From an optimization exercise on the open Yosys and OpenROAD flow, aimed at small area; shortcuts taken in it are not production practice. In this exercise RTL edits were held to simulation tests only and were not proved equivalent to the original. Power and IR drop assume default switching activity.

`flow/design.v`:
```
module arbotix_uart_rx (
  input  wire        clk,
  input  wire        rst_n,
  input  wire [15:0] baud_gen,
  input  wire        rxd,
  output reg         byte_valid,
  output wire [7:0]  byte_data
);
  localparam [1:0] R_IDLE  = 2'd0;
  localparam [1:0] R_START = 2'd1;
  localparam [1:0] R_DATA  = 2'd3;
  localparam [1:0] R_STOP  = 2'd2;
  reg        rxd_s1, rxd_s2;
  reg [1:0]  state;
  reg [18:0] tmr;
  reg [8:0]  shreg;
  wire tz = (tmr == 19'd0);
  assign byte_data = shreg[8:1];
  always @(posedge clk) begin
    if (!rst_n) begin
      rxd_s1 <= 1'b1;
      rxd_s2 <= 1'b1;
    end else begin
      rxd_s1 <= rxd;
      rxd_s2 <= rxd_s1;
    end
  end
  always @(posedge clk) begin
    if (state == R_IDLE)
      tmr <= {1'b0, baud_gen, 2'b11};
    else if (tz)
      tmr <= {baud_gen, 3'b111};
    else
      tmr <= tmr - 19'd1;
  end
  always @(posedge clk) begin
    if (state == R_START)
      shreg <= 9'h100;
    else if (state == R_DATA && tz)
      shreg <= {rxd_s2, shreg[8:1]};
  end
  always @(posedge clk) begin
    if (!rst_n) begin
      state      <= R_IDLE;
      byte_valid <= 1'b0;
    end else begin
      byte_valid <= (state == R_STOP) && tz;
      case (state)
        R_IDLE:  if (!rxd_s2) state <= R_START;
        R_START: if (tz) state <= rxd_s2 ? R_IDLE : R_DATA;
        R_DATA:  if (tz && shreg[1]) state <= R_STOP;
        default: if (tz) state <= R_IDLE;
      endcase
    end
  end
endmodule
module arbotix_busctl (
  input  wire       clk,
  input  wire       rst_n,
  input  wire [8:0] h_addr,
  input  wire [7:0] h_wdata,
  input  wire       h_we,
  input  wire       h_re,
  output reg  [7:0] h_rdata,
  output wire       irq,
  output wire       txd,
  input  wire       rxd,
  output wire       tx_en,
  output wire       rx_en,
  output wire       seg_en
);
  localparam [7:0] C_SET_TX     = 8'h01;
  localparam [7:0] C_SET_TX_ALL = 8'h02;
  localparam [7:0] C_SET_RX     = 8'h03;
  localparam [7:0] C_SEND       = 8'h04;
  localparam [7:0] C_RECV       = 8'h05;
  localparam [7:0] C_INIT       = 8'h06;
  localparam [7:0] C_READ       = 8'h10;
  localparam [7:0] C_WRITE      = 8'h11;
  localparam [7:0] C_REG_WRITE  = 8'h12;
  localparam [7:0] C_ACTION     = 8'h13;
  localparam [7:0] C_PING       = 8'h14;
  localparam [7:0] C_DEV_RESET  = 8'h15;
  localparam [2:0] E_NONE    = 3'd0;
  localparam [2:0] E_BUSY    = 3'd1;
  localparam [2:0] E_BADCMD  = 3'd2;
  localparam [2:0] E_BADID   = 3'd3;
  localparam [2:0] E_BADW    = 3'd4;
  localparam [2:0] E_BADPC   = 3'd5;
  localparam [2:0] E_BADEXP  = 3'd6;
  localparam [2:0] E_NOTTX   = 3'd7;
  localparam [3:0] S_IDLE   = 4'd0;
  localparam [3:0] S_SETTX  = 4'd1;
  localparam [3:0] S_PUT    = 4'd2;
  localparam [3:0] S_RX1    = 4'd3;
  localparam [3:0] S_RX2    = 4'd4;
  localparam [3:0] S_RX3    = 4'd5;
  localparam [3:0] S_RSETUP = 4'd6;
  localparam [3:0] S_POLL   = 4'd7;
  localparam [3:0] S_CHECK  = 4'd8;
  localparam [3:0] S_INIT   = 4'd9;
  reg [7:0]  cmd_code;
  reg        st_done, st_result, st_cmd_err, st_ovf, st_le_valid;
  reg [1:0]  st_rx_cause;
  reg        ctrl_done_ie, ctrl_wr_reply;
  reg [2:0]  err_cause;
  reg [7:0]  op_id, op_addr, op_width, op_val_lo, op_val_hi;
  reg [7:0]  op_instr, op_pcount, op_explen;
  reg [15:0] rval;
  reg [7:0]  last_error;
  reg        line_tx_en, line_rx_en;
  reg        thr_full, tsr_busy;
  reg        seg_en_r;
  reg [5:0]  wr_idx;
  reg [7:0]  tx_idx;
  reg [5:0]  rx_bcount, rx_offset;
  reg [7:0]  baud_lo, baud_hi, settle_bits, timeout_lo, timeout_hi, poll_div;
  reg [7:0]  param     [0:31];
  reg [7:0]  frame     [1:31];     
  reg [2:0]  seg_table [0:254];
  reg [7:0]  cap_buf   [0:31];
  reg [15:0] baud_gen;
  reg [3:0]  seq;
  reg        l_settx_done;         
  reg        l_is_send;
  reg        l_rx3_done;           
  reg        l_is_read;
  reg        l_is_recv;
  reg        l_route;              
  reg        l_sge10;              
  reg [7:0]  l_id;
  reg [7:0]  l_op;                 
  reg [5:0]  l_np;                 
  reg [5:0]  l_ex;                 
  reg [15:0] l_t;                  
  reg [7:0]  l_param [0:31];       
  reg [5:0]  pc;
  reg [7:0]  acc;
  reg [18:0] ca;
  reg [7:0]  cb;
  reg [5:0]  ppos;
  reg [7:0]  thr;
  reg [8:0]  tsh;
  reg [3:0]  tx_bit;
  reg [18:0] tx_tmr;
  reg [7:0]  pbyte_r, lparam_q, param_h, frame_h;
  reg [31:0] pc_dec, wr_dec, ha_dec;
  wire       rx_byte_valid;
  wire [7:0] rx_byte;
  wire [18:0] bit_period_m1 = {baud_gen, 3'b111};
  wire busy = (seq != S_IDLE);
  assign irq    = st_done & ctrl_done_ie;
  assign txd    = tsh[0];
  assign tx_en  = line_tx_en;
  assign rx_en  = line_rx_en;
  assign seg_en = seg_en_r;
  arbotix_uart_rx u_rx (
    .clk        (clk),
    .rst_n      (rst_n),
    .baud_gen   (baud_gen),
    .rxd        (rxd),
    .byte_valid (rx_byte_valid),
    .byte_data  (rx_byte)
  );
  wire [7:0] seg_idx = (h_re || h_addr[8]) ? h_addr[7:0] : op_id;
  reg  [15:0] seg_hi, seg_lo;
  reg  [2:0]  seg_val;
  integer i;
  always @(*) begin
    for (i = 0; i < 16; i = i + 1) begin
      seg_hi[i] = (seg_idx[7:4] == i);
      seg_lo[i] = (seg_idx[3:0] == i);
    end
    seg_val = 3'd0;
    for (i = 0; i < 255; i = i + 1)
      seg_val = seg_val | (seg_table[i] & {3{seg_hi[i / 16] && seg_lo[i % 16]}});
  end
  wire host_cmd_wr = h_we && (h_addr == 9'h000);
  wire [7:0] c = h_wdata;
  wire c_defined = (c >= C_SET_TX && c <= C_INIT) || (c >= C_READ && c <= C_DEV_RESET);
  wire c_uses_id = (c == C_SET_TX) || (c == C_SET_RX) || (c == C_SEND) ||
                   (c >= C_READ && c <= C_DEV_RESET);
  wire c_uses_w  = (c == C_READ) || (c == C_WRITE) || (c == C_REG_WRITE);
  wire c_send    = (c == C_SEND);
  wire c_read    = (c == C_READ);
  reg [2:0] v_cause;
  always @(*) begin
    if (!c_defined)                                  v_cause = E_BADCMD;
    else if (c_uses_id && op_id == 8'hFF)            v_cause = E_BADID;
    else if (c_uses_w && op_width != 8'd1 && op_width != 8'd2) v_cause = E_BADW;
    else if (c_send && op_pcount > 8'd32)            v_cause = E_BADPC;
    else if (c == C_RECV && op_explen > 8'd32)       v_cause = E_BADEXP;
    else if (c_send && !line_tx_en)                  v_cause = E_NOTTX;
    else                                             v_cause = E_NONE;
  end
  reg [3:0] first_step;
  always @(*) begin
    case (c)
      C_SET_RX: first_step = S_RX1;
      C_SEND:   first_step = S_PUT;
      C_RECV:   first_step = S_RSETUP;
      C_INIT:   first_step = S_INIT;
      default:  first_step = S_SETTX;
    endcase
  end
  wire accept = host_cmd_wr && !busy && (v_cause == E_NONE);
  reg [7:0] c_op;
  always @(*) begin
    case (c[2:0])
      3'd0:    c_op = 8'h02;     
      3'd1:    c_op = 8'h03;     
      3'd2:    c_op = 8'h04;     
      3'd3:    c_op = 8'h05;     
      3'd4:    c_op = 8'h01;     
      default: c_op = 8'h06;     
    endcase
  end
  wire c_write = (c == C_WRITE) || (c == C_REG_WRITE);
  wire [15:0] timeout = {timeout_hi, timeout_lo};
  wire last_put = (pc == l_np);
  reg  [7:0] put_byte;
  always @(*) begin
    case (pc)
      6'd59, 6'd60: put_byte = 8'hFF;
      6'd61:        put_byte = l_id;
      6'd62:        put_byte = {2'b00, l_np} + 8'd2;
      6'd63:        put_byte = l_op;
      default:      put_byte = last_put ? ~acc : lparam_q;
    endcase
  end
  wire put_fire = (seq == S_PUT) && !thr_full;
  wire        have_byte = (wr_idx != ppos);
  wire [7:0]  pbyte     = pbyte_r;
  wire        discard   = ((pc == 6'd0) && (pbyte != 8'hFF)) ||
                          ((pc == 6'd2) && (pbyte == 8'hFF));
  wire        frame_end = (pc == l_ex);
  wire        cb_zero   = (cb == 8'd0);
  wire        ca_hz     = (ca[18:1] == 18'd0);
  wire        ca_zero   = ca_hz && !ca[0];
  wire        poll_now  = (seq == S_POLL) && !frame_end && cb_zero;
  wire        accept_b  = poll_now && have_byte;
  wire        sum_ok    = (acc == 8'hFF);
  wire [5:0]  cur_off   = ppos - pc;
  wire capture = rx_byte_valid && line_rx_en && seg_en_r;
  always @(posedge clk) begin
    if (!rst_n) begin
      cmd_code      <= 8'h00;
      st_done       <= 1'b0;
      st_result     <= 1'b0;
      st_rx_cause   <= 2'b00;
      st_cmd_err    <= 1'b0;
      st_ovf        <= 1'b0;
      st_le_valid   <= 1'b0;
      err_cause     <= 3'd0;
      rval          <= 16'h0000;
      line_tx_en    <= 1'b0;
      line_rx_en    <= 1'b0;
      seg_en_r      <= 1'b0;
      wr_idx        <= 6'd0;
      tx_idx        <= 8'd0;
      rx_bcount     <= 6'd0;
      rx_offset     <= 6'd0;
      baud_gen      <= 16'h0000;
      seq           <= S_IDLE;
      thr_full      <= 1'b0;
    end else begin
      if (h_we) begin
        case (h_addr)
          9'h001: begin
            if (h_wdata[1]) st_done <= 1'b0;
            if (h_wdata[5]) begin st_cmd_err <= 1'b0; err_cause <= 3'd0; end
            if (h_wdata[6]) st_ovf <= 1'b0;
          end
          default: ;
        endcase
      end
      if (host_cmd_wr) begin
        if (busy) begin
          st_cmd_err <= 1'b1;
          err_cause  <= E_BUSY;
        end else begin
          cmd_code    <= c;
          st_done     <= 1'b0;
          st_result   <= 1'b0;
          st_rx_cause <= 2'b00;
          if (v_cause != E_NONE) begin
            st_cmd_err <= 1'b1;
            err_cause  <= v_cause;
            st_done    <= 1'b1;
            st_result  <= 1'b1;
          end else begin
            seq <= first_step;
          end
        end
      end
      if (capture) begin
        if (!wr_idx[5])
          wr_idx <= wr_idx + 6'd1;
        else
          st_ovf <= 1'b1;
      end
      if (thr_full && !tsr_busy)
        thr_full <= 1'b0;
      case (seq)
        S_SETTX: begin
          line_rx_en <= 1'b0;
          line_tx_en <= 1'b1;
          seg_en_r   <= l_route;
          wr_idx     <= 6'd0;
          tx_idx     <= 8'd0;
          if (l_settx_done) begin
            st_done     <= 1'b1;
            st_result   <= 1'b0;
            st_rx_cause <= 2'b00;
            seq         <= S_IDLE;
          end else begin
            seq <= S_PUT;
          end
        end
        S_PUT: begin
          if (!thr_full) begin
            thr_full <= 1'b1;
            tx_idx   <= tx_idx + 8'd1;
            if (last_put) begin
              if (l_is_send) begin
                st_done     <= 1'b1;
                st_result   <= 1'b0;
                st_rx_cause <= 2'b00;
                seq         <= S_IDLE;
              end else begin
                seq <= S_RX1;
              end
            end
          end
        end
        S_RX1: begin
          if (!thr_full)
            seq <= S_RX2;
        end
        S_RX2: begin
          if (cb_zero)
            seq <= S_RX3;
          else if (ca_zero && cb == 8'd1)
            seq <= S_RX3;
        end
        S_RX3: begin
          if (!l_sge10 || !tsr_busy) begin
            line_tx_en <= 1'b0;
            seg_en_r   <= l_route;
            wr_idx     <= 6'd0;
            tx_idx     <= 8'd0;
            line_rx_en <= 1'b1;
            if (l_rx3_done) begin
              st_done     <= 1'b1;
              st_result   <= 1'b0;
              st_rx_cause <= 2'b00;
              seq         <= S_IDLE;
            end else begin
              seq <= S_RSETUP;
            end
          end
        end
        S_RSETUP: begin
          seq <= S_POLL;
        end
        S_POLL: begin
          if (frame_end) begin
            seq <= S_CHECK;
          end else if (cb_zero) begin
            if (!have_byte && ca_hz) begin
              rx_bcount   <= pc;
              rx_offset   <= cur_off;
              if (l_is_read) rval <= 16'hFFFF;
              st_done     <= 1'b1;
              st_result   <= 1'b1;
              st_rx_cause <= 2'b01;
              seq         <= S_IDLE;
            end
          end
        end
        S_CHECK: begin
          rx_bcount <= pc;
          rx_offset <= cur_off;
          st_done   <= 1'b1;
          seq       <= S_IDLE;
          if (sum_ok) begin
            st_result   <= 1'b0;
            st_rx_cause <= 2'b00;
            if (!l_is_recv)
              st_le_valid <= 1'b1;
            if (l_is_read)
              rval <= l_ex[3] ? {frame[6], frame[5]} : {8'h00, frame[5]};
          end else begin
            st_result   <= 1'b1;
            st_rx_cause <= 2'b10;
            if (l_is_read) rval <= 16'hFFFF;
          end
        end
        S_INIT: begin
          if (!thr_full && !tsr_busy) begin
            baud_gen    <= l_t;
            line_tx_en  <= 1'b0;
            line_rx_en  <= 1'b1;
            seg_en_r    <= 1'b1;
            wr_idx      <= 6'd0;
            tx_idx      <= 8'd0;
            st_done     <= 1'b1;
            st_result   <= 1'b0;
            st_rx_cause <= 2'b00;
            seq         <= S_IDLE;
          end
        end
        default: ;
      endcase
    end
  end
  wire h_lo = h_we && (h_addr[8:5] == 4'd0);
  wire [7:0] wd_rst0 = rst_n ? h_wdata : 8'h00;
  always @(posedge clk) begin
    if (!rst_n || (h_lo && h_addr[4:0] == 5'h02)) begin
      ctrl_done_ie  <= wd_rst0[0];
      ctrl_wr_reply <= wd_rst0[1];
    end
    if (!rst_n || (h_lo && h_addr[4:0] == 5'h04)) op_id     <= wd_rst0;
    if (!rst_n || (h_lo && h_addr[4:0] == 5'h05)) op_addr   <= wd_rst0;
    if (!rst_n || (h_lo && h_addr[4:0] == 5'h06)) op_width  <= wd_rst0;
    if (!rst_n || (h_lo && h_addr[4:0] == 5'h07)) op_val_lo <= wd_rst0;
    if (!rst_n || (h_lo && h_addr[4:0] == 5'h08)) op_val_hi <= wd_rst0;
    if (!rst_n || (h_lo && h_addr[4:0] == 5'h09)) op_instr  <= wd_rst0;
    if (!rst_n || (h_lo && h_addr[4:0] == 5'h0A)) op_pcount <= wd_rst0;
    if (!rst_n || (h_lo && h_addr[4:0] == 5'h0B)) op_explen <= wd_rst0;
    if (!rst_n || (h_lo && h_addr[4:0] == 5'h18)) baud_lo   <= wd_rst0;
    if (!rst_n || (h_lo && h_addr[4:0] == 5'h19)) baud_hi   <= wd_rst0;
    if (!rst_n || (h_lo && h_addr[4:0] == 5'h1A)) settle_bits <= rst_n ? h_wdata : 8'd20;
    if (!rst_n || (h_lo && h_addr[4:0] == 5'h1B)) timeout_lo  <= rst_n ? h_wdata : 8'hE8;
    if (!rst_n || (h_lo && h_addr[4:0] == 5'h1C)) timeout_hi  <= rst_n ? h_wdata : 8'h03;
    if (!rst_n || (h_lo && h_addr[4:0] == 5'h1D)) poll_div    <= rst_n ? h_wdata : 8'd15;
  end
  always @(posedge clk) begin
    if (seq == S_CHECK && sum_ok && !l_is_recv)
      last_error <= frame[4];
  end
  always @(posedge clk) begin
    if (accept) begin
      l_settx_done <= (c == C_SET_TX) || (c == C_SET_TX_ALL);
      l_is_send    <= c_send;
      l_rx3_done   <= (c == C_SET_RX) ||
                      (((c == C_WRITE) || (c == C_REG_WRITE) || (c == C_ACTION) ||
                        (c == C_DEV_RESET)) && !ctrl_wr_reply);
      l_is_read    <= c_read;
      l_is_recv    <= (c == C_RECV);
      l_route      <= (c == C_SET_TX_ALL) || (seg_val == 3'd0);
      l_sge10      <= (settle_bits >= 8'd10);
      l_id         <= op_id;
      l_op         <= c_send ? op_instr : c_op;
      l_np         <= c_send ? op_pcount[5:0] :
                      c_read ? 6'd2 :
                      c_write ? {5'd1, op_width[1]} : 6'd0;
      l_ex         <= (c == C_RECV) ? op_explen[5:0] :
                      c_read ? (op_width[1] ? 6'd8 : 6'd7) : 6'd6;
      l_t          <= (c == C_INIT) ? {baud_hi, baud_lo} : timeout;
      l_param[0]   <= c_send ? param[0] : op_addr;
      l_param[1]   <= c_send ? param[1] : (c_read ? op_width : op_val_lo);
      l_param[2]   <= c_send ? param[2] : op_val_hi;
      for (i = 3; i < 32; i = i + 1)
        l_param[i] <= param[i];
    end
  end
  always @(posedge clk) begin
    if (accept) begin
      pc  <= 6'd59;
      acc <= 8'h02;                
    end else if (seq == S_RSETUP) begin
      pc  <= 6'd0;
      acc <= 8'd0;
    end else if (put_fire || (accept_b && !discard)) begin
      pc  <= pc + 6'd1;
      if (put_fire || pc[5:1] != 5'd0)
        acc <= acc + (put_fire ? put_byte : pbyte);
    end
  end
  always @(posedge clk) begin
    if (seq == S_RSETUP || (poll_now && have_byte))
      ca <= {3'd0, l_t};
    else if (seq == S_RX1 || (seq == S_RX2 && ca_zero))
      ca <= bit_period_m1;
    else if (seq == S_RX2 || poll_now)
      ca <= ca - 19'd1;
  end
  always @(posedge clk) begin
    if (accept)
      cb <= settle_bits;
    else if (seq == S_RSETUP || poll_now)
      cb <= poll_div;
    else if ((seq == S_RX2 && ca_zero) || (seq == S_POLL && !frame_end))
      cb <= cb - 8'd1;
  end
  always @(posedge clk) begin
    if (seq == S_RSETUP)
      ppos <= 6'd0;
    else if (accept_b)
      ppos <= ppos + 6'd1;
  end
  always @(*) begin
    for (i = 0; i < 32; i = i + 1) begin
      pc_dec[i] = (pc[4:0] == i);
      wr_dec[i] = (wr_idx[4:0] == i);
      ha_dec[i] = (h_addr[4:0] == i);
    end
  end
  always @(posedge clk) begin
    for (i = 1; i < 32; i = i + 1)
      if (accept_b && pc_dec[i])
        frame[i] <= pbyte;
  end
  always @(posedge clk) begin
    for (i = 0; i < 32; i = i + 1)
      if (capture && !wr_idx[5] && wr_dec[i])
        cap_buf[i] <= rx_byte;
  end
  wire [7:0] wd0 = rst_n ? h_wdata : 8'h00;
  wire wr_param = h_we && (h_addr[8:5] == 4'b0010);
  wire wr_seg   = h_we && h_addr[8];
  always @(posedge clk) begin
    for (i = 0; i < 32; i = i + 1)
      if (!rst_n || (wr_param && ha_dec[i]))
        param[i] <= wd0;
  end
  always @(posedge clk) begin
    for (i = 0; i < 255; i = i + 1)
      if (!rst_n || (wr_seg && seg_hi[i / 16] && seg_lo[i % 16]))
        seg_table[i] <= wd0[2:0];
  end
  always @(*) begin
    pbyte_r  = 8'h00;
    lparam_q = 8'h00;
    param_h  = 8'h00;
    frame_h  = {8{ha_dec[0]}};
    for (i = 0; i < 32; i = i + 1) begin
      param_h  = param_h  | (param[i]   & {8{ha_dec[i]}});
      pbyte_r  = pbyte_r  | (cap_buf[i] & {8{ppos[4:0] == i}});
      lparam_q = lparam_q | (l_param[i] & {8{pc_dec[i]}});
    end
    for (i = 1; i < 32; i = i + 1)
      frame_h  = frame_h  | (frame[i]   & {8{ha_dec[i]}});
  end
  always @(posedge clk) begin
    if (put_fire)
      thr <= put_byte;
  end
  wire tx_tick = tsr_busy && (tx_tmr == 19'd0);
  always @(posedge clk) begin
    if (!tsr_busy || tx_tick)
      tx_tmr <= bit_period_m1;
    else
      tx_tmr <= tx_tmr - 19'd1;
  end
  always @(posedge clk) begin
    if (!tsr_busy)
      tx_bit <= 4'd0;
    else if (tx_tick)
      tx_bit <= tx_bit + 4'd1;
  end
  always @(posedge clk) begin
    if (!rst_n) begin
      tsr_busy <= 1'b0;
      tsh[0]   <= 1'b1;
    end else if (!tsr_busy) begin
      if (thr_full) begin
        tsr_busy <= 1'b1;
        tsh      <= {thr, 1'b0};    
      end
    end else if (tx_tick) begin
      tsh <= {1'b1, tsh[8:1]};
      if (tx_bit == 4'd9)
        tsr_busy <= 1'b0;           
    end
  end
  reg [7:0] rd;
  always @(*) begin
    rd = 8'h00;
    if (h_addr[8]) begin
      rd = {5'd0, seg_val};
    end else if (h_addr[7:5] == 3'b011) begin
      rd = frame_h;
    end else if (h_addr[7:5] == 3'b010) begin
      rd = param_h;
    end else begin
      case (h_addr[7:0])
        8'h00: rd = cmd_code;
        8'h01: rd = {st_le_valid, st_ovf, st_cmd_err, st_rx_cause, st_result, st_done, busy};
        8'h02: rd = {6'd0, ctrl_wr_reply, ctrl_done_ie};
        8'h03: rd = {5'd0, err_cause};
        8'h04: rd = op_id;
        8'h05: rd = op_addr;
        8'h06: rd = op_width;
        8'h07: rd = op_val_lo;
        8'h08: rd = op_val_hi;
        8'h09: rd = op_instr;
        8'h0A: rd = op_pcount;
        8'h0B: rd = op_explen;
        8'h0C: rd = rval[7:0];
        8'h0D: rd = rval[15:8];
        8'h0E: rd = last_error;
        8'h0F: rd = {4'd0, tsr_busy, thr_full, line_rx_en, line_tx_en};
        8'h10: rd = {7'd0, seg_en_r};
        8'h11: rd = {2'd0, wr_idx};
        8'h12: rd = tx_idx;
        8'h13: rd = {2'd0, rx_bcount};
        8'h14: rd = {2'd0, rx_offset};
        8'h15: rd = 8'd32;
        8'h16: rd = 8'd1;
        8'h18: rd = baud_lo;
        8'h19: rd = baud_hi;
        8'h1A: rd = settle_bits;
        8'h1B: rd = timeout_lo;
        8'h1C: rd = timeout_hi;
        8'h1D: rd = poll_div;
        default: rd = 8'h00;
      endcase
    end
  end
  always @(posedge clk) begin
    h_rdata <= rd;
  end
endmodule
```
`flow/flow/run.sh`:
```
#!/bin/bash
# Standard ORFS layout; clock tree synthesis uses larger sink clusters and
# adds no dummy loads. Each tool's output goes to standard.log.
set -o pipefail
export CTS_ARGS="-sink_clustering_enable -repair_clock_nets -dont_use_dummy_load -buf_list sky130_fd_sc_hd__clkbuf_16 -sink_clustering_size 22 -sink_clustering_max_diameter 90"
bash standard.sh > standard.log 2>&1
```
`flow/config.mk`:
```
export PLATFORM = sky130hd
export DESIGN_NAME = arbotix_busctl
export DESIGN_NICKNAME = arbotix_busctl
export VERILOG_FILES = /design/flow/design.v
export SDC_FILE = /design/flow/constraint.sdc
export NUM_CORES = 4
export LEC_CHECK = 0
export CAP_MARGIN = 20
export CORE_MARGIN = 2
export CORE_UTILIZATION = 40
export SLEW_MARGIN = 20
```
`flow/standard.sh`:
```
#!/bin/bash
# synth_recipe.tcl (not shown) runs the flow's synth.tcl, then flattens the netlist and writes it again
# the make line also repeats each setting of config.mk as NAME=value (left out here)
make -C /OpenROAD-flow-scripts/flow DESIGN_CONFIG=/design/flow/config.mk WORK_HOME=/design/flow/orfs CLKGATE_MAP_FILE= SYNTH_SCRIPT=/design/flow/synth_recipe.tcl "${@:-finish}"
```
`flow/constraint.sdc`:
```
create_clock -name core_clock -period 10.0 [get_ports {clk}]
set_input_delay 2.0000 -clock core_clock [delete_from_list [all_inputs] [get_ports {clk}]]
set_output_delay 2.0000 -clock core_clock [all_outputs]
set_load 0.01 [all_outputs]
```
==> results.toml, run 1 <==
[die]
die_y_um = 473
core_area_um2 = 219000
num_rows = 172
initial_core_util_pct = 40.1
io_pins = 35
fp.dieW_um = 473
die_area_um2 = 224000

[yosys]
synth_top_area_share_pct = 68.0
synth_most_common_cell = "edfxtp_1"
synthDistinctLibCells = 92
syn_area_um2 = 88000
async_flop_share_pct = 0
seq_area_frac_synth_pct = 71.9
ys_top_cells_by_area = "edfxtp_1 68%, dfxtp_1 3.9%, a22oi_1 3.9%, o21ai_0 2.5%, nand2_1 1.8%"
synthFlopType = "edfxtp_1"
muxShareOfSynthArea_pct = 1.40
synth_xor_area_share_pct = 0.955
synth_top_family_by_area = "compound AO/OA/AOI/OAI gates"
yosys.area_share.adder_pct = 0.657
ys_top_cells_by_count = "1994 x edfxtp_1, 454 x a22oi_1, 434 x o21ai_0"
synth_edf_count = 1994
synth_compound_area_share_pct = 13.5
syn_inst = 6260
avgSynthCellArea_um2 = 14.1
synth_simple_gate_area_share_pct = 9.27
ys_ff_latch = 2166
syn_nets = 6327
synth_warnings = 7
synth_top_cell_by_area = "edfxtp_1"

[clock_network]
clock_sink_count = 2166
tritoncts = "done"
cts_root_buf = "clkbuf_16"
cts.path.max_buffers = 3
cts_buffers = 116
cts_hold_buffers = 0
clock_latency_ps = 810
postCtsSetupBuffers = 0
clk_pin_slew_ps = 90
cts_resized = 0
cts-htree-levels = 3

[place]
portBuffers = 34
place_ws_ps = 2290
place_congestion = 1.02
place_hpwl_mm = 251

[routing]
drc = 0
wl_per_cell_um = 40.9
first_pass_iters = 8
routed_via_density = 6.95
vias = 63300
drt_iter0_markers = 12200
drt_wl_total_mm = 372
antenna_left = 0

[timing]
worst_pin_slew_ps = 1590
fmax_mhz = 139
clock_skew_ps = 99.7
setup_violations = 0
relSlewSlack_pct = -6.23
slew_violations = 65
min_period_ps = 7220
hold_viol = 0
fin_ws_ps = 2780
rsz0062_at_grt = "no"
fin_crit_sh_pct = 72.2

[critical_path]
path_class = "primary input to register"
arrival_ps = 7720
crit_chain = "clkdlybuf4s50_1 > nor2_2 > o21ai_4 > buf_4 > nand2_1 > o21ai_0 > nor4_1 > o2111ai_1 > or4_1 > or4_1 > o32ai_1"
required_ps = 10500
max_stage_delay_ps = 870
path_max_fanout = 24
worstSetupEndpointType = "register"
crit_path_frequent_cell = "or4_1"
critPathTopFamily = "simple AND/OR/NAND/NOR gates"
cp_slowest_cell = "nor2_2"
path_buf_inv = 2
start_kind = "primary input"

[hold_path]
hp-class = "register to register"

[grt]
grtUsageMet1_pct = 43.9
busiest_layer = "met2"
grt_pass1_wl_mm = 501
grt_max_degree = 187
grt_pass1_vias = 58300
grt_usage_pct = 32.4
grt_overflow_total = 0
met3_usage_pct = 10.9
grt_util_met2_pct = 46.4
antenna_found_initial = 37

[power_and_ir_drop]
vdd_drop_max_mv = 0.155
switching_power_mw = 4.17
power.share.sequential_pct = 63.2
p_int_mw = 12.6
p_total_mw = 16.8
pwr-share-clk_pct = 29.3
leakage_nw = 30.6
p_comb_share_pct = 7.6
swShare_pct = 24.8
p_per_area_nw_per_um2 = 175

[cells_and_area]
multi_input_area_um2 = 23500
area_growth_pct = 9.05
final_core_util_pct = 43.8
fill_cells = 19600
drive_gt1_share_pct = 9.71
nets = 6292
register_area_um2 = 63300

[status]
checkFailReasons = "slew limit"
status = "failed layout checks"

[flow_run]
maxCapViolations = 0
cell usage in the layout, fill, tap and decap left out, types with 35 or more instances in the layout:
cell type  instances
edfxtp_1        1994
xor2_1            48
nor4_1            59
nand3b_1          35
nand2b_1          37
nand3_1          229
a222oi_1          51
a22o_1           117
o21ai_0          405
a22oi_1          454
o22ai_1           72
inv_1             58
and2_1            80
xnor2_1           48
and3_1            46
nor3_1            81
mux2i_1           37
a31oi_1           44
dfxtp_1          168
mux2_2            64
buf_4            256
ha_1              43
a21oi_1          191
clkbuf_16        116
nand2_1          424
nor2_1           264
a221oi_1          91
nand4_1          127
a32oi_1           64
cell families (layout without fill, tap and decap cells):
logic type      count (synthesis)  count (layout)
buf+inv                       517             480
other cells                     0              17
compound gates               1727            1727
xor+xnor                       96              96
fa+ha+maj                      45              45
flops                        2166            2166
simple gates                 1598            1598
mux                           111             111
per-layer routing:
layer	wire length (µm)	part of all wire, %	vias up
met1	140000	38	32200
li1	-	-	24700
met5	348	0.093	-
met3	53700	14	1021
met2	157000	42	5278
met4	22100	5.9	34
sequential cells by signal, indices dropped and copies added (netlist names), 19 cells and up:
| signal | count |
|---|---|
| u_rx.tmr | 19 |
| param | 256 |
| seg_table | 765 |
| tx_tmr | 19 |
| frame | 248 |
| ca | 19 |
| cap_buf | 256 |
| l_param | 256 |
power groups by stage:
stage / clock [mW] / sequential [mW] / combinational (mW)
after global placement: 0 / 10.8 / 1.19
after detailed placement: 0 / 10.8 / 1.20
after CTS: 4.92 / 10.6 / 1.20
final: 4.92 / 10.6 / 1.27
after floorplan: 0 / 10.6 / 0.567
after global routing: 5.20 / 10.6 / 1.27
path summary, 6_finish.rpt:
| check | end | slack, ps | depth (start not counted) | startpoint |
|---|---|---|---|---|
| worst min register to register | l_param[8][7]$_DFFE_PP_ | 400 | 0 | param[8][7]$_DFFE_PP_ |
| worst max-delay path | l_route$_DFFE_PP_ | 2780 | 11 | h_re |
| worst min-delay path | l_param[8][7]$_DFFE_PP_ | 400 | 0 | param[8][7]$_DFFE_PP_ |
| worst max register to register | acc[7]$_SDFFE_PP0P_ | 3710 | 18 | pc[4]$_SDFFE_PP1P_ |
area by class of cell:
class                      instances  share of cell area, %
clock buffer                     116                   3.02
antenna                           17                 0.0443
timing repair buffer             300                   2.54
sequential                      2166                   66.0
inverter                          64                  0.258
tap                             2871                   3.74
multi-input combinational       3577                   24.4
stage by stage:
step                instances  instance area, µm²  hold slack (ps)  setup TNS (ps)
finish                   9111               96000              405               0
global route             9099               96000              419               0
CTS                      9091               95900              392               0
detailed placement       8975               93000              399               0
global placement         8973               92900              383               0
floorplan                6260               88000              371        -1044170
==> run 2: changes to the inputs <==
--- a/flow/config.mk
+++ b/flow/config.mk
@@ -8,4 +8,4 @@
 export CAP_MARGIN = 20
 export CORE_MARGIN = 2
-export CORE_UTILIZATION = 40
+export CORE_UTILIZATION = 50
 export SLEW_MARGIN = 20
==> run 2 against run 1 <==
  * The run now finishes clean
  * Final cell count decreased by 5.9%
  * Sequential power hardly changed
  * Clock power shrank 2%
  * Critical endpoint unchanged
  * Largest cell class unchanged
==> results.toml, run 2 <==
[cells_and_area]
nets = 6295
regMostFlops = "seg_table"
final_cell_mix = "1994 x edfxtp_1, 454 x a22oi_1, 424 x nand2_1"
final_common_cell = "edfxtp_1"
largest_reg_flops = 765
drive_gt1_share_pct = 9.73
area_growth_pct = 8.09

[clock_network]
clock_latency_ps = 820
cts_buffers = 112
cts_root_buf = "clkbuf_16"
cts_hold_buffers = 0
clk_pin_slew_ps = 90
postCtsSetupBuffers = 0
cts_resized = 0
clock_sink_count = 2166
tritoncts = "done"
cts.path.max_buffers = 3
cts-htree-levels = 3

[critical_path]
start_kind = "primary input"
worstRegToRegCells = 16
rr_startpoint = "ppos[4]$_SDFFE_PP0P_"
r2r_slack_ps = 3680
worstSetupEndpointType = "register"
arrival_ps = 7990
path_class = "primary input to register"
required_ps = 10620
path_max_fanout = 37
startpoint = "h_addr[8]"

[routing]
wl_per_cell_um = 44.4
vias = 63400
drt_wl_total_mm = 380
drt_iter0_markers = 12300
routed_via_density = 7.39
first_pass_iters = 6
antenna_left = 0
drc = 0

[power_and_ir_drop]
leakage_nw = 30.5
vdd_drop_max_mv = 0.173
p_total_mw = 16.7
p_per_area_nw_per_um2 = 176

[yosys]
synth_most_common_cell = "edfxtp_1"
synth_edf_count = 1994
synth_warnings = 7
syn_area_um2 = 88000
ys_top_cells_by_count = "1994 x edfxtp_1, 454 x a22oi_1, 434 x o21ai_0"
syn_nets = 6327
seq_area_frac_synth_pct = 71.9
synthFlopType = "edfxtp_1"
syn_inst = 6260
yosys.area_share.adder_pct = 0.657
async_flop_share_pct = 0
synth_top_cell_by_area = "edfxtp_1"
muxShareOfSynthArea_pct = 1.40
synthDistinctLibCells = 92
synth_compound_area_share_pct = 13.5
synth_top_area_share_pct = 68.0
synth_simple_gate_area_share_pct = 9.27
avgSynthCellArea_um2 = 14.1
synth_xor_area_share_pct = 0.955
ys_ff_latch = 2166
synth_top_family_by_area = "compound AO/OA/AOI/OAI gates"
ys_top_cells_by_area = "edfxtp_1 68%, dfxtp_1 3.9%, a22oi_1 3.9%, o21ai_0 2.5%, nand2_1 1.8%"

[timing]
min_period_ps = 7370
rsz0062_at_grt = "no"
setup_violations = 0
relSlewSlack_pct = 8.48
hold_viol = 0
slew_violations = 0
tns_ps = 0
clock_skew_ps = 67.7
worst_pin_slew_ps = 1370
fmax_mhz = 136
fin_crit_sh_pct = 73.7

[place]
place_congestion = 1.07
place_hpwl_mm = 261
portBuffers = 34

[grt]
grt_pass1_wl_mm = 507
grt_pass1_vias = 58100
grt_overflow_total = 0
grt_max_degree = 184
grt_usage_pct = 41.6
antenna_found_initial = 28

[die]
num_rows = 154
core_area_um2 = 176000
io_pins = 35
die_area_um2 = 179000
initial_core_util_pct = 50.2
die_y_um = 424
fp.dieW_um = 424

[hold_path]
hp-class = "register to register"
min_from = "u_rx.tmr[0]$_SDFF_PP1_"
whs_path_depth = 1

[flow_run]
maxCapViolations = 0

[status]
status = "complete, no violations"
==> run 2: worst max-delay path, cell delays in order <==
cell,delay (ps)
clkdlybuf4s50_1,1050
or2_1,500
buf_4,340
mux2_2,360
buf_4,310
a22o_1,340
a221oi_1,990
o22ai_1,380
or4_1,650
nor4_1,330
nand4_1,280
o32ai_1,350
==> run 2: where the power goes <==
part | internal [mW] | switching, mW
logic | 0.286 | 0.961
registers | 10.3 | 0.325
clock network | 1.99 | 2.86
total | 12.6 | 4.14
==> run 2: cells by family (layout without fill, tap and decap cells) <==
group,count (synthesis),count (layout)
buffers and inverters,517,483
AND/OR/NAND/NOR,1598,1598
AO/OA/AOI/OAI,1727,1727
adder cells (fa/ha/maj),45,45
XOR/XNOR,96,96
multiplexers,111,111
flip-flops,2166,2166
other,0,12
==> run 2: layout make-up <==
cell class              instances  area [µm²]
repair buffers                307        2420
diodes                         12        30.0
clock buffers                 112        2800
multi-input cells            3577       23400
well taps                    2340        2930
inverters                      64         248
flip-flops and latches       2166       63300
fillers                     14400       80400
==> run 2: metal layers <==
metal	track usage, %	vias up	part of all wire (%)
met1	52.5	31900	34
met3	11.6	1258	13
li1	-	24700	-
met4	28.3	20	8.6
met5	0	-	0.038
met2	62.8	5455	44
==> run 2: final timing paths <==
path | endpoint
min reg2reg | u_rx.tmr[0]$_SDFF_PP1_
max reg2reg | acc[7]$_SDFFE_PP0P_
min | u_rx.tmr[0]$_SDFF_PP1_
max | l_route$_DFFE_PP_
==> run 2: per-stage QoR <==
step	hold slack, ps	cells	worst slack [ps]	area, µm²	utilization [%]
4_1_cts	413	8564	3200	95100	54.2
5_1_grt	431	8568	2750	95100	54.2
3_5_place_dp	392	8452	2350	92300	52.6
3_3_place_gp	382	8450	2440	92200	52.5
2_1_floorplan	371	6260	-1180	88000	-
6_report	408	8578	2630	95200	54.2

## port drivers added, routing unchanged
In the flow no input, the clock included, has a driving cell. The finished layouts below were timed again as built, in two steps. Step 1, drivers: a clkbuf_16 drives clk and a buf_2 each remaining input, both assumed. Step 2 also shifts input and output timing later by t, the mid clock arrival at the registers, as if the neighbouring blocks saw the same clock. Slacks: no drivers / after step 1 / after step 2; pairs: no drivers / after step 1.
run | t (ns) | setup slack, ns | latest minus earliest clock arrival (ns)
run 1 | 0.873 | 2.783 / 2.746 / 1.873 | 0.130 / 0.131
run 2 | 0.883 | 2.626 / 2.691 / 1.808 | 0.074 / 0.073
For run 1, which loses most, drivers alone change the setup slack by -0.037 ns; drivers and shift together by -0.910 ns.
